This is an optimization exercise on Yosys and OpenROAD, whose aim is small area, a short achievable clock period and few clock cycles, not a production implementation.
In this exercise RTL edits were held to simulation tests only and were not proved equivalent to the original.
Power is estimated from default activity; no workload was simulated.

Setup of run 1:
==> flow/design.v (excerpt) <==
module asmemu_cpu (
    input  wire        clk,
    input  wire        rst,
    output reg         mem_req,
    output reg         mem_we,
    output reg  [15:0] mem_addr,
    output reg  [7:0]  mem_wdata,
    input  wire        mem_ready,
    input  wire [7:0]  mem_rdata,
    output reg         out_valid,
    output reg  [7:0]  out_data,
    output wire        halted,
    output wire        faulted,
    output wire [2:0]  fault_code,
    input  wire [3:0]  dbg_sel,
    output reg  [15:0] dbg_data
);
    localparam [3:0] E_IDLE = 4'd0,    
                     E_GO   = 4'd1,    
                     E_RD0  = 4'd2,    
                     E_RD0W = 4'd3,    
                     E_RD1  = 4'd4,    
                     E_RD1W = 4'd5,    
                     E_WR0  = 4'd7,    
                     E_WR1  = 4'd8,    
                     E_MULI = 4'd9,    
                     E_DIVI = 4'd10,   
                     E_STR  = 4'd11,   
                     E_DCHK = 4'd12,   
                     E_RR2  = 4'd13,   
                     E_HALT = 4'd14,
                     E_FAULT= 4'd15;
    localparam [2:0] FLT_IP   = 3'd1,
  ...
Size: ~0.026 mm^2 of cells after synthesis.
export LEC_CHECK = 0
export ABC_AREA = 1
export CAP_MARGIN = 20
export CORE_MARGIN = 2
export CORE_UTILIZATION = 50
export PLACE_DENSITY = 0.65
export SLEW_MARGIN = 20
create_clock -name core_clock -period 14.0 [get_ports {clk}]
standard.sh (not shown) runs the stock make flow with config.mk's settings and CLKGATE_MAP_FILE= SYNTH_SCRIPT=/design/flow/synth_recipe.tcl, a recipe that flattens the netlist after the stock synthesis.
==> flow/flow/run.sh <==
#!/bin/bash
set -euo pipefail
bash standard.sh SETUP_SLACK_MARGIN=7 \
  "BUFFER_PORTS_ARGS=-buffer_cell sky130_fd_sc_hd__buf_2" \
  "CTS_ARGS=-sink_clustering_enable -repair_clock_nets -sink_clustering_size 26 -sink_clustering_max_diameter 80 -dont_use_dummy_load" \
  finish > standard_flow.log 2>&1
Run 1: full flow OK, the timing, DRC and antenna checks passed
Testbench counts of run 1, summed over its fixed seeds: cycles 125,642.
Input changes introduced in run 2 (baseline for comparison: run 1):
Settings: CTS_CLUSTER_SIZE: unset -> 30; CORE_UTILIZATION: 50 -> 30; PLACE_DENSITY: 0.65 -> 0.5; ABC_AREA: 1 -> unset; CTS_CLUSTER_DIAMETER: unset -> 80.
==> flow/flow/run.sh <==
#!/bin/bash
set -euo pipefail
bash standard.sh SETUP_SLACK_MARGIN=8 "BUFFER_PORTS_ARGS=-buffer_cell sky130_fd_sc_hd__buf_2" finish > standard_flow.log 2>&1
==> notes.md <==
Of run 1 and run 2, run 1 shows the lower power share of the combinational group, with run 2 above it. On instance count of the mapped netlist: run 2 sits below run 1. On clock transition at the register clock pins on the worst setup and hold paths after CTS, run 1 and run 2 are basically level. [compare] base=run 1 new=run 2: cell count lower; global-route usage over all layers lower; post-route standard cell area excluding fillers higher; total power higher. The higher final clock period utilization by the worst path of run 1 and run 2 is in run 1. Share of the core filled with cells: run 2 vs run 1 down 17 points.
diff inputs: run 2 => run 3
Settings: clearing CTS_CLUSTER_DIAMETER, which used to be 80; clearing CTS_CLUSTER_SIZE, which used to be 30; swapping 0.5 for 0.6 in PLACE_DENSITY; swapping 30 for 45 in CORE_UTILIZATION; putting ABC_AREA at 1 where nothing was set.
==> flow/flow/run.sh <==
#!/bin/bash
set -euo pipefail
bash standard.sh SETUP_SLACK_MARGIN=7 \
  "BUFFER_PORTS_ARGS=-buffer_cell sky130_fd_sc_hd__buf_2" \
  "CTS_ARGS=-sink_clustering_enable -repair_clock_nets -sink_clustering_size 26 -sink_clustering_max_diameter 80 -dont_use_dummy_load" \
  finish > standard_flow.log 2>&1
--- outcome ---
- Delta (run 3 minus run 2): multi-input combinational gate total increased 8.9%, critical path depth +3, met1 layer usage reported by global route grew by 15 points, fraction of area in multi-input gates shows a reduction of 1.9 points, cell area after layout went down by about 14%.
- Of the two values seen for startpoint of the worst setup timing path, dbg_sel[1] was produced by run 2 and dbg_sel[2] by run 3.
- Wire length of the first global-routing pass on run 3 is down relative to run 2.
- In summary, run 3 completed successfully, with a layout that passed the timing, DRC and antenna checks.
### run 3 -> run 4
Settings: CTS_CLUSTER_SIZE newly set to 24; ABC_AREA removed (was 1); CORE_UTILIZATION changed from 45 to 30; CTS_CLUSTER_DIAMETER newly set to 60; PLACE_DENSITY changed from 0.6 to 0.5.
==> flow/flow/run.sh <==
#!/bin/bash
set -euo pipefail
bash standard.sh SETUP_SLACK_MARGIN=7 "BUFFER_PORTS_ARGS=-buffer_cell sky130_fd_sc_hd__buf_2" finish > standard_flow.log 2>&1
### Flow results
Termination of the worst setup path: dbg_data[14] -> run 3, mem_wdata[7] -> run 4
Between run 4 and run 3, it is run 4 whose area of placed instances is higher, by about 4%.
Delta (run 4 minus run 3): first-pass GRT wire length now sits higher; proportion of synthesized chip area in sequential cells dropped 0.32 points; worst clock skew went down by 0.063 ns.

========
## old
Starting RTL as in the previous note.
Settings: LEC_CHECK=0, ABC_AREA=1, CAP_MARGIN=20, CORE_MARGIN=2, CORE_UTILIZATION=50, PLACE_DENSITY=0.65, SLEW_MARGIN=20; clock period 14.0 ns.
==> flow/flow/run.sh <==
#!/bin/bash
set -euo pipefail
bash standard.sh SETUP_SLACK_MARGIN=7 \
  "BUFFER_PORTS_ARGS=-buffer_cell sky130_fd_sc_hd__buf_2" \
  "CTS_ARGS=-sink_clustering_enable -repair_clock_nets -sink_clustering_size 32 -sink_clustering_max_diameter 100 -dont_use_dummy_load" \
  finish > standard_flow.log 2>&1
The final layout from old, which completed every stage, passed the timing, DRC and antenna checks at the end of the flow.
Testbench counts of old, summed over its fixed seeds: cycles 125,642.
[inputs] new vs old
Settings: removing ABC_AREA (formerly 1); changing PLACE_DENSITY from 0.65 to 0.5; changing CORE_UTILIZATION from 50 to 30.
==> flow/flow/run.sh <==
#!/bin/bash
set -euo pipefail
bash standard.sh SETUP_SLACK_MARGIN=7 finish > standard_flow.log 2>&1
## What came out
- new reached the final stage; the timing, DRC and antenna checks on its layout passed.
- Comparing old and new, the lower count of unique library cells instantiated by Yosys was measured on old.
- new vs old: post-route standard cell area excluding fillers up in new
- As of new, number of post-CTS setup repair buffers had risen by more than 100% compared to old.
- Compared with old, new shows a transition time at the pin with the least slew margin that is 69 ps higher.
- Going from old to new, the wire length of the first global-routing pass was found to have gone up by 19,000 microns.
- Side by side, number of cells in the design after placement turned out lower in new than in old.
- Looking at largest net degree at the start of global routing, new sits about 2.4% lower than old does.
- In new the combined area of the multi-input logic cells turned out 2300 sq um higher than in old.
- From old to new the numbers moved as follows: fmax held steady; sequential power went down about 7%.

========
== main ==
asmemu_cpu again, from the RTL that the note above started with.
clock: 14.0 ns
lec_check: 0
abc_area: 1
cap_margin: 20
core_margin: 2
core_utilization: 45
cts_cluster_diameter: 60
cts_cluster_size: 24
place_density: 0.6
slew_margin: 20
==> flow/flow/run.sh <==
#!/bin/bash
set -euo pipefail
bash standard.sh SETUP_SLACK_MARGIN=7 "BUFFER_PORTS_ARGS=-buffer_cell sky130_fd_sc_hd__buf_2" finish > standard_flow.log 2>&1
main: no failed stages, no open violations at the end
Testbench counts of main, summed over its fixed seeds: cycles 125,642.
Setup changes, main to the feature branch
# main
export LEC_CHECK = 0
export ABC_AREA = 1
export CAP_MARGIN = 20
export CORE_MARGIN = 2
export CORE_UTILIZATION = 45
export CTS_CLUSTER_DIAMETER = 60
export CTS_CLUSTER_SIZE = 24
export PLACE_DENSITY = 0.6
export SLEW_MARGIN = 20
create_clock -name core_clock -period 14.0 [get_ports {clk}]
# the feature branch
export LEC_CHECK = 0
export ABC_AREA = 1
export CAP_MARGIN = 20
export CORE_MARGIN = 2
export CORE_UTILIZATION = 50
export CTS_CLUSTER_DIAMETER = 60
export CTS_CLUSTER_SIZE = 24
export PLACE_DENSITY = 0.65
export SLEW_MARGIN = 20
create_clock -name core_clock -period 14.0 [get_ports {clk}]
Cell count: the feature branch lower than main
Relative to main, endpoint arrival time on the critical path has increased by 40 ps in the feature branch.
Between the feature branch and main, it is the feature branch whose final instance area is lower, by about 1%.
Summary: with main as the reference, overall die height in the feature branch moved down by a few percent.
[compare] base=main new=the feature branch: proportion of final cell area spent on non-clock buffers shows no meaningful change; routed wire length shows a reduction of about 1.6%; critical path depth shows a reduction of 3; overall power of the completed layout shows a reduction of 0.80%.
Of the feature branch and main, the higher first-pass GRT wire length belongs to main.

## port drivers added, routing unchanged
In the flow no input, the clock included, has a driving cell. The finished layouts below were timed again as built, in two steps.
Step 1, drivers: a clkbuf_16 drives clk and a buf_2 each remaining input, both assumed.
Step 2 adds t to the input delays and takes it off the output delays; t is the mean of the earliest and latest rising clock arrival at the registers after step 1. Input paths then give back, and output paths get back, about the clock's delay inside the block.
Three values: ideal ports, drivers, drivers and shift; two values: the first two.
run	shift t [ns]	setup WS [ns]	hold WS [ns]	cell pins on the clock port's net
run 1	0.642	6.893 / 6.824 / 6.679	0.488 / 0.488 / 0.488	1
run 2	0.656	7.022 / 6.956 / 6.843	0.485 / 0.485 / 0.485	1
run 3	0.645	6.871 / 6.801 / 6.548	0.486 / 0.486 / 0.486	1
run 4	0.634	6.957 / 6.889 / 6.689	0.489 / 0.489 / 0.489	1
old	0.621	6.879 / 6.809 / 6.648	0.493 / 0.493 / 0.493	1
new	0.633	6.899 / 6.834 / 6.544	0.488 / 0.488 / 0.488	1
main	0.637	6.929 / 6.862 / 6.590	0.484 / 0.484 / 0.484	1
the feature branch	0.633	6.890 / 6.818 / 6.658	0.487 / 0.487 / 0.487	1
After both steps setup and hold are still met in every run listed. For new, which loses most, drivers alone change the setup slack by -0.065 ns; drivers and shift together by -0.355 ns.
